This is an optimization exercise on Yosys and OpenROAD, whose aim is small area, a short achievable clock period and few clock cycles, not a production implementation. Function was checked by simulation only, so behaviour that the tests miss may differ from the original.

the reference run:
==> module frame_tx, before the edit <==
module frame_tx #(
    parameter       CD       = 6,       
    parameter [7:0] CRC_POLY = 8'h07,
    parameter [7:0] CRC_INIT = 8'h00
) (
    input  wire       clk,
    input  wire       rst,
    input  wire       tx_valid,
    input  wire [7:0] tx_data,
    input  wire       tx_last,
    output wire       tx_ready,
    output wire       wire_valid,
    input  wire       wire_ready,
    output wire [7:0] wire_data
);
    localparam [1:0] R_CODE = 2'd0, R_DATA = 2'd1, R_TAIL = 2'd2, R_DELIM = 2'd3;
    localparam CW = (CD > 8) ? 4 : (CD > 4) ? 3 : (CD > 2) ? 2 : 1;   
    reg       rdy;
    reg       s_v, s_l, s_z;
    reg [7:0] s_d;
    wire      xfer = tx_valid & rdy;
    reg  [6:0]   L;       
    reg  [5:0]   sl;      
    reg  [7:0]   crc;
    reg          fin;     
    reg          rsv;     
    reg  [7:0]   mem [0:63];
    reg  [6:0]   wp;      
    reg  [6:0]   rp;      
    reg  [CW-1:0] wi;     
    wire [7:0] crc_next;
    crc8_step #(.POLY(CRC_POLY)) u_crc (.crc_in(crc), .data(s_d), .crc_out(crc_next));
    wire       ckn  = (crc != 8'h00);               
    wire [7:0] code = fin ? {1'b1, L + 7'd1 + {6'd0, ckn}} : {1'b0, L + 7'd1};
    wire [6:0] occ  = wp - rp;
    wire       full = occ[6];
    wire       take = (fin | rsv) & !full;          
    reg  [CD-1:0] cq;          
    reg  [CW:0]   alloc;       
    reg  [CW:0]   mc;          
    reg  [CW-1:0] ri;          
    reg  [1:0] st;
    reg        first;     
    reg  [6:0] left;      
    reg        lc;        
    reg        lr;        
    reg  [7:0] rcrc;      
    reg        wv;
    reg  [7:0] wd;
    wire       adv  = !wv | wire_ready;
    wire [7:0] mr   = mem[rp[5:0]];
    wire       mc1  = mr[7] & cq[ri];                       
    wire       nod  = (mr[6:2] == 5'd0) & (mc1 ? (mr[1:0] == 2'd2) : (mr[1:0] == 2'd1));   
    wire       have = !(st == R_CODE && first) | (mc != 0);
    wire       go   = adv & have;
    wire       done = go & (st == R_DELIM);
    wire [7:0] rcrc_in = (st == R_DATA) ? mr : 8'h00;
    wire [7:0] rcrc_next;
    crc8_step #(.POLY(CRC_POLY)) u_rcrc (.crc_in(rcrc), .data(rcrc_in), .crc_out(rcrc_next));
    wire room  = ({1'b0, occ} + {7'd0, s_v} + {7'd0, fin} + {7'd0, xfer} + {7'd0, s_v & s_l}) <= 8'd63;
    reg  nb;              
    wire nb_n  = xfer ? tx_last : nb;
    wire aroom = !nb_n || (alloc + {{CW{1'b0}}, xfer & nb}) < CD;
    assign tx_ready   = rdy;
    assign wire_valid = wv;
    assign wire_data  = wd;
    always @(posedge clk) begin
        s_d <= tx_data;
        s_l <= tx_last;
        s_z <= (tx_data == 8'h00);
        if (s_v & !s_z)
            mem[wp[5:0]] <= s_d;
        else if ((s_v & s_z) | fin)
            mem[sl] <= code;
        if (fin)
            cq[wi] <= ckn;
        if ((s_v & s_z) | take)
            sl <= wp[5:0];
        if (rst) begin
            rdy   <= 1'b1;
            s_v   <= 1'b0;
            nb    <= 1'b1;
            L     <= 7'd0;
            crc   <= CRC_INIT;
            fin   <= 1'b0;
            rsv   <= 1'b0;
            sl    <= 6'd0;
            wp    <= 7'd1;        
            rp    <= 7'd0;
            wi    <= {CW{1'b0}};
            ri    <= {CW{1'b0}};
            alloc <= {(CW+1){1'b0}};
            mc    <= {(CW+1){1'b0}};
            st    <= R_CODE;
            first <= 1'b1;
            wv    <= 1'b0;
            wd    <= 8'h00;
        end else begin
            rdy <= room & aroom & !(xfer & tx_last) & !rsv;
            s_v <= xfer;
            nb  <= nb_n;
            if (s_v | take)
                wp <= wp + 7'd1;
            if (s_v) begin
                crc <= crc_next;
                L   <= s_z ? 7'd0 : L + 7'd1;
            end
            fin <= s_v & s_l;
            if (fin) begin
                crc <= CRC_INIT;
                L   <= 7'd0;
                wi  <= (wi == CD - 1) ? {CW{1'b0}} : wi + 1'b1;
            end
            rsv <= (fin | rsv) & full;
            if ((xfer & nb) & !done)
                alloc <= alloc + 1'b1;
            else if (!(xfer & nb) & done)
                alloc <= alloc - 1'b1;
            if (fin & !(go & (st == R_CODE) & first))
                mc <= mc + 1'b1;
            else if (!fin & (go & (st == R_CODE) & first))
                mc <= mc - 1'b1;
            if (adv)
                wv <= have;
            if (go) begin
                case (st)
                    R_CODE: begin
                        wd    <= {1'b0, mr[6:0]};
                        left  <= mr[6:0];
                        lc    <= mc1;
                        lr    <= mr[7];
                        first <= 1'b0;
                        rp    <= rp + 7'd1;
                        rcrc  <= first ? CRC_INIT : rcrc_next;
                        if (nod)
                            st <= mr[7] ? R_TAIL : R_CODE;
                        else
                            st <= R_DATA;
                    end
                    R_DATA: begin
                        wd   <= mr;
                        rp   <= rp + 7'd1;
                        rcrc <= rcrc_next;
                        left <= left - 7'd1;
                        if (left == {6'd0, lc} + 7'd2)
                            st <= lr ? R_TAIL : R_CODE;
                    end
                    R_TAIL: begin
                        wd <= cq[ri] ? rcrc : 8'h01;
                        st <= R_DELIM;
                    end
                    default: begin
                        wd    <= 8'h00;
                        st    <= R_CODE;
                        first <= 1'b1;
                        ri    <= (ri == CD - 1) ? {CW{1'b0}} : ri + 1'b1;
                    end
                endcase
            end
        end
    end
endmodule
clock: 10.0 ns
lec_check: 0
cap_margin: 20
core_margin: 2
core_utilization: 65
cts_buf_list: sky130_fd_sc_hd__clkbuf_8
cts_cluster_diameter: 150
cts_cluster_size: 14
slew_margin: 20
standard.sh (not shown) runs the stock make flow with config.mk's settings and CLKGATE_MAP_FILE= SYNTH_SCRIPT=/design/flow/synth_recipe.tcl, a recipe that flattens the netlist after the stock synthesis.
==> flow/flow/run.sh <==
#!/bin/bash
set -o pipefail
export SETUP_SLACK_MARGIN=6.8
bash standard.sh > flow_standard.log 2>&1
Testbench counts of the reference run, summed over its fixed seeds: cycles 32,702.
The following lists how the trial run was set up differently from the reference run:
--- a/flow/design.v
+++ b/flow/design.v
@@ -241,11 +241,13 @@
     wire       nod  = (mr[6:2] == 5'd0) & (mc1 ? (mr[1:0] == 2'd2) : (mr[1:0] == 2'd1));   
     wire       have = !(st == R_CODE && first) | (mc != 0);
     wire       go   = adv & have;
     wire       done = go & (st == R_DELIM);
-    wire [7:0] rcrc_in = (st == R_DATA) ? mr : 8'h00;
+    reg        pv;        
+    reg        pz;        
     wire [7:0] rcrc_next;
-    crc8_step #(.POLY(CRC_POLY)) u_rcrc (.crc_in(rcrc), .data(rcrc_in), .crc_out(rcrc_next));
+    crc8_step #(.POLY(CRC_POLY)) u_rcrc (.crc_in(rcrc), .data(pz ? 8'h00 : wd), .crc_out(rcrc_next));
+    wire [7:0] rcrc_cur = pv ? rcrc_next : rcrc;
     wire room  = ({1'b0, occ} + {7'd0, s_v} + {7'd0, fin} + {7'd0, xfer} + {7'd0, s_v & s_l}) <= 8'd63;
     reg  nb;              
     wire nb_n  = xfer ? tx_last : nb;
     wire aroom = !nb_n || (alloc + {{CW{1'b0}}, xfer & nb}) < CD;
@@ -282,8 +284,9 @@
             st    <= R_CODE;
             first <= 1'b1;
             wv    <= 1'b0;
             wd    <= 8'h00;
+            pv    <= 1'b0;
         end else begin
             rdy <= room & aroom & !(xfer & tx_last) & !rsv;
             s_v <= xfer;
             nb  <= nb_n;
@@ -307,8 +310,10 @@
             if (fin & !(go & (st == R_CODE) & first))
                 mc <= mc + 1'b1;
             else if (!fin & (go & (st == R_CODE) & first))
                 mc <= mc - 1'b1;
+            rcrc <= rcrc_cur;
+            pv   <= 1'b0;
             if (adv)
                 wv <= have;
             if (go) begin
                 case (st)
@@ -318,24 +323,28 @@
                         lc    <= mc1;
                         lr    <= mr[7];
                         first <= 1'b0;
                         rp    <= rp + 7'd1;
-                        rcrc  <= first ? CRC_INIT : rcrc_next;
+                        if (first)
+                            rcrc <= CRC_INIT;
+                        pv    <= !first;
+                        pz    <= 1'b1;
                         if (nod)
                             st <= mr[7] ? R_TAIL : R_CODE;
                         else
                             st <= R_DATA;
                     end
                     R_DATA: begin
                         wd   <= mr;
                         rp   <= rp + 7'd1;
-                        rcrc <= rcrc_next;
+                        pv   <= 1'b1;
+                        pz   <= 1'b0;
                         left <= left - 7'd1;
                         if (left == {6'd0, lc} + 7'd2)
                             st <= lr ? R_TAIL : R_CODE;
                     end
                     R_TAIL: begin
-                        wd <= cq[ri] ? rcrc : 8'h01;
+                        wd <= cq[ri] ? rcrc_cur : 8'h01;
                         st <= R_DELIM;
                     end
                     default: begin
                         wd    <= 8'h00;
Findings:
The trial run: all stages complete, timing, DRC and antenna checks passed. Compared with the reference run, the trial run improves power. Diff the reference run -> the trial run: area overhead of the layout relative to synthesis -2.3 points; area occupied by registers held steady; flip-flop and latch count shows no meaningful change. | total met3 wirelength after detailed routing | higher: the reference run |. Non-filler instance count after layout on the trial run is down relative to the reference run. Summary: with the reference run as the reference, count of cell types in the netlist in the trial run moved down slightly. Initial antenna violation count sits higher in the trial run than in the reference run. Per the comparison of the trial run with the reference run, design area went down; worst slack at placement increased 0.57 ns.
Testbench counts of the trial run, summed over its fixed seeds: cycles 32,702.

==> port drivers added, routing unchanged <==
In the flow no input, the clock included, has a driving cell. The finished layouts below were timed again as built, in two steps. Step 1 assumes that a clkbuf_16 drives the clock port and a buf_2 every other input. Step 2 moves the port delays by t, midway between the first and last clock arrival at a register: inputs arrive t later, outputs are due t later. That takes back most of the time a late clock gives input paths. Three values: no drivers, after step 1, after step 2; two values: the first two.
| run | shift t [ns] | slack for setup (ns) | worst setup path after step 2 | worst register clock-pin slew, ns | worst slew at a driven data input, ns |
|---|---|---|---|---|---|
| the reference run | 0.875 | 6.523 / 6.523 / 5.993 | input to register | 0.11 / 0.11 | 0.04 |
| the trial run | 0.869 | 6.630 / 6.600 / 5.793 | input to register | 0.11 / 0.11 | 0.04 |
After both steps setup and hold are still met in every run listed. For the trial run, which loses most, drivers alone change the setup slack by -0.030 ns; drivers and shift together by -0.837 ns.
